Source: an optimization exercise on an open RTL-to-GDS flow (aim: small area, a short achievable clock period and few clock cycles per item). Production flows keep margins and buffers that such runs may drop. The RTL was checked by simulation tests, not by an equivalence proof against the original design. Power and IR drop assume default switching activity.

==> inputs of ember <==
// sio_ctrl
module sio_ctrl (
    input  wire        clk,
    input  wire        rst,           
    input  wire        req_valid,
    output wire        req_ready,
    input  wire [35:0] req_word,      
    output wire        rsp_valid,
    output wire [15:0] rsp_data,
    output wire        rsp_refused,
    output wire [1:0]  rsp_mode,
    output wire [1:0]  rsp_tmode,
    output wire        rsp_sock,
    output wire        ev_valid,
    input  wire        ev_ready,
    output wire [4:0]  ev_kind,
    output wire [47:0] ev_data,
    input  wire        ev_ok,
    input  wire [15:0] ev_rdata
);
Settings: LEC_CHECK=0, ABC_AREA=1, CAP_MARGIN=20, CORE_MARGIN=2, CORE_UTILIZATION=40, CTS_CLUSTER_DIAMETER=80, CTS_CLUSTER_SIZE=25, PLACE_DENSITY=0.7, SETUP_SLACK_MARGIN=3.0, SLEW_MARGIN=20, TNS_END_PERCENT=0; clock period 6.0 ns.
standard.sh (not shown) runs the stock make flow with config.mk's settings and CLKGATE_MAP_FILE= SYNTH_SCRIPT=/design/flow/synth_recipe.tcl, a recipe that flattens the netlist after the stock synthesis.
==> flow/flow/run.sh <==
#!/bin/bash
# Standard layout, with the port buffers made from the smallest buffer cell
# (repair_timing and repair_design upsize them where timing needs it).
set -euo pipefail
export BUFFER_PORTS_ARGS="-buffer_cell sky130_fd_sc_hd__buf_1"
bash standard.sh > standard_flow.log 2>&1
==> inputs of harbor, as changes to ember <==
==> flow/config.mk (replaced) <==
export PLATFORM = sky130hd
export DESIGN_NAME = sio_ctrl
export DESIGN_NICKNAME = sio_ctrl
export VERILOG_FILES = /design/flow/design.v
export SDC_FILE = /design/flow/constraint.sdc
export NUM_CORES = 4
export LEC_CHECK = 0
export ABC_AREA = 1
export CAP_MARGIN = 20
export CORE_MARGIN = 2
export CORE_UTILIZATION = 40
export CTS_CLUSTER_SIZE = 20
export PLACE_DENSITY = 0.6
export SETUP_SLACK_MARGIN = 3.0
export SLEW_MARGIN = 20
==> inputs of xenon, as changes to ember <==
--- a/flow/design.v
+++ b/flow/design.v
@@ -292,22 +292,12 @@
             if (nx[2]) begin nx_kind = EV_DEINIT; nx_e = 3'b010; end
             if (nx[3]) begin nx_kind = EV_DEINIT; nx_e = 3'b100; end
             if (nx[4]) begin nx_kind = EV_SOCK_CLOSE; nx_us = 1'b1; end
         end
     end
     wire [15:0] rem_dec = {b6, b5} - 16'd1;
-    wire        t_parse = (tmode == T_PARSE);
-    wire [6:1]  w_b;                  
-    genvar gi;
-    generate for (gi = 1; gi <= 6; gi = gi + 1) begin : g_wb
-        assign w_b[gi] = t_parse & (cursor == gi);
-    end endgenerate
-    wire        b_take = take & g3;
-    wire        cnt56  = (g3 & t_send) | (g4 & t_recv);
-    wire [1:0]  en56   = {2{cnt56}} |
-                         ({2{g3}} & (is_fe ? {2{t_pend & dr_s}} : w_b[6:5]));
     always @(posedge clk) begin
         if (rst) begin
             r_valid <= 1'b0;
             rv_noev <= 1'b0;
             rv_last <= 1'b0;
             rv_lasti <= 1'b0;
@@ -441,14 +431,19 @@
                         cursor <= 8'd1;
                     end
                 end else if (~is_fe)
                     cursor <= cursor + 8'd1;
             end
         end
-        if (b_take & ~is_fe & w_b[1]) b1 <= q_b;
-        if (b_take & ~is_fe & w_b[2]) b2 <= q_b;
-        if (b_take & ~is_fe & w_b[3]) b3 <= q_b;
-        if (b_take & ~is_fe & w_b[4]) b4 <= q_b;
-        if (take & en56[0]) b5 <= t_parse ? (is_fe ? len[7:0]  : q_b) : rem_dec[7:0];
-        if (take & en56[1]) b6 <= t_parse ? (is_fe ? len[15:8] : q_b) : rem_dec[15:8];
+        if (take & g3 & (tmode == T_PARSE) & ~c0 & ~is_fe) begin
+            if (cursor == 8'd1) b1 <= q_b;
+            if (cursor == 8'd2) b2 <= q_b;
+            if (cursor == 8'd3) b3 <= q_b;
+            if (cursor == 8'd4) b4 <= q_b;
+            if (cursor == 8'd5) b5 <= q_b;
+            if (cursor == 8'd6) b6 <= q_b;
+        end else if (take & g3 & d_recv)
+            {b6, b5} <= len;
+        else if (take & ((g3 & t_send) | (g4 & t_recv)))
+            {b6, b5} <= rem_dec;
     end
 endmodule
==> flow/config.mk (replaced) <==
export PLATFORM = sky130hd
export DESIGN_NAME = sio_ctrl
export DESIGN_NICKNAME = sio_ctrl
export VERILOG_FILES = /design/flow/design.v
export SDC_FILE = /design/flow/constraint.sdc
export NUM_CORES = 4
export LEC_CHECK = 0
export CAP_MARGIN = 20
export CORE_MARGIN = 2
export CORE_UTILIZATION = 40
export CTS_CLUSTER_SIZE = 20
export PLACE_DENSITY = 0.6
export SETUP_SLACK_MARGIN = 3.5
export SLEW_MARGIN = 20
==> inputs of pepper, as changes to ember <==
--- a/flow/design.v
+++ b/flow/design.v
@@ -292,22 +292,12 @@
             if (nx[2]) begin nx_kind = EV_DEINIT; nx_e = 3'b010; end
             if (nx[3]) begin nx_kind = EV_DEINIT; nx_e = 3'b100; end
             if (nx[4]) begin nx_kind = EV_SOCK_CLOSE; nx_us = 1'b1; end
         end
     end
     wire [15:0] rem_dec = {b6, b5} - 16'd1;
-    wire        t_parse = (tmode == T_PARSE);
-    wire [6:1]  w_b;                  
-    genvar gi;
-    generate for (gi = 1; gi <= 6; gi = gi + 1) begin : g_wb
-        assign w_b[gi] = t_parse & (cursor == gi);
-    end endgenerate
-    wire        b_take = take & g3;
-    wire        cnt56  = (g3 & t_send) | (g4 & t_recv);
-    wire [1:0]  en56   = {2{cnt56}} |
-                         ({2{g3}} & (is_fe ? {2{t_pend & dr_s}} : w_b[6:5]));
     always @(posedge clk) begin
         if (rst) begin
             r_valid <= 1'b0;
             rv_noev <= 1'b0;
             rv_last <= 1'b0;
             rv_lasti <= 1'b0;
@@ -441,14 +431,19 @@
                         cursor <= 8'd1;
                     end
                 end else if (~is_fe)
                     cursor <= cursor + 8'd1;
             end
         end
-        if (b_take & ~is_fe & w_b[1]) b1 <= q_b;
-        if (b_take & ~is_fe & w_b[2]) b2 <= q_b;
-        if (b_take & ~is_fe & w_b[3]) b3 <= q_b;
-        if (b_take & ~is_fe & w_b[4]) b4 <= q_b;
-        if (take & en56[0]) b5 <= t_parse ? (is_fe ? len[7:0]  : q_b) : rem_dec[7:0];
-        if (take & en56[1]) b6 <= t_parse ? (is_fe ? len[15:8] : q_b) : rem_dec[15:8];
+        if (take & g3 & (tmode == T_PARSE) & ~c0 & ~is_fe) begin
+            if (cursor == 8'd1) b1 <= q_b;
+            if (cursor == 8'd2) b2 <= q_b;
+            if (cursor == 8'd3) b3 <= q_b;
+            if (cursor == 8'd4) b4 <= q_b;
+            if (cursor == 8'd5) b5 <= q_b;
+            if (cursor == 8'd6) b6 <= q_b;
+        end else if (take & g3 & d_recv)
+            {b6, b5} <= len;
+        else if (take & ((g3 & t_send) | (g4 & t_recv)))
+            {b6, b5} <= rem_dec;
     end
 endmodule
==> flow/config.mk (replaced) <==
export PLATFORM = sky130hd
export DESIGN_NAME = sio_ctrl
export DESIGN_NICKNAME = sio_ctrl
export VERILOG_FILES = /design/flow/design.v
export SDC_FILE = /design/flow/constraint.sdc
export NUM_CORES = 4
export LEC_CHECK = 0
export CAP_MARGIN = 20
export CORE_MARGIN = 2
export CORE_UTILIZATION = 40
export CTS_CLUSTER_SIZE = 20
export PLACE_DENSITY = 0.6
export SETUP_SLACK_MARGIN = 3.0
export SLEW_MARGIN = 20
==> summary of the runs <==
First-iteration DRC count, highest first: xenon, ember, pepper, harbor. In harbor the area after synthesis is lower than in pepper, by about 1.2%. Wire length: xenon > pepper > harbor > ember. pepper finished with timing, DRC and antenna clean. ember completed without violations. xenon completed without violations. harbor passed the timing, design-rule and antenna checks. Between pepper and harbor, the lower die area is in harbor (gap about 1.2%, measured against harbor). Final area, highest first: xenon, pepper, harbor, ember.
==> figures <==
| quantity | harbor | pepper | ember | xenon |
|---|---|---|---|---|
| Result of the run | finished clean | finished clean | finished clean | finished clean |
| Footprint of the multi-input gates | 4590 sq um | 5300 sq um | 4490 sq um | 6740 sq um |
| Area share of the leading cell type in the synthesized netlist | 48.6% | 48.0% | 48.6% | 48.0% |
| Estimated wirelength of the detail-placed design | 27.7 mm | 28.0 mm | 28.0 mm | 27.8 mm |
| Dominant class by area | sequential cells | sequential cells | sequential cells | multi-input combinational cells |
| Max stage delay cell, worst path | a21oi_4 | a21oi_4 | buf_4 | a21oi_4 |
| Startpoint of the worst register-to-register path | r_sd | r_aux[1] | tmode[1] | b5[6] |
| Max-slew headroom at the worst pin | 32.2% | 34.5% | 31.9% | 19.7% |
| Setup repair bufs after CTS | 17 | 37 | 9 | 111 |
| Power density of the placed cells | 301 nW/um^2 | 271 nW/um^2 | 269 nW/um^2 | 245 nW/um^2 |
| P_comb | 644 uW | 568 uW | 542 uW | 762 uW |
| Clk_buf instances | 27 | 33 | 19 | 32 |
Testbench counts of ember, summed over its fixed seeds: cycles 26,843, items 25,959.
Testbench counts of harbor, summed over its fixed seeds: cycles 26,843, items 25,959.
Testbench counts of xenon, summed over its fixed seeds: cycles 26,843, items 25,959.
Testbench counts of pepper, summed over its fixed seeds: cycles 26,843, items 25,959.

[afterwards: timing with drivers on the ports]
How much do the figures lean on ideal ports? The routed layouts below were timed once more, with nothing changed but the port constraints.
Step 1 assumes that a clkbuf_16 drives the clock port and a buf_2 every other input.
Step 2, shift: input delay + t, output delay - t, t = (earliest + latest rising clock arrival at the registers) / 2. This alone moves slack from input paths to output paths.
Slacks: ideal / step 1 / step 2; pairs: ideal / step 1.
run | shift t [ns] | setup slack, ns | worst setup path at the end
ember | 0.546 | 2.837 / 2.791 / 2.398 | input to register
harbor | 0.609 | 2.929 / 2.888 / 2.533 | input to register
xenon | 0.603 | 2.921 / 2.873 / 2.540 | input to register
pepper | 0.591 | 2.929 / 2.889 / 2.481 | input to register
After both steps every run listed still meets setup and hold. The setup slack of pepper, which loses most, moves by -0.040 ns with the drivers and by -0.448 ns with both steps.
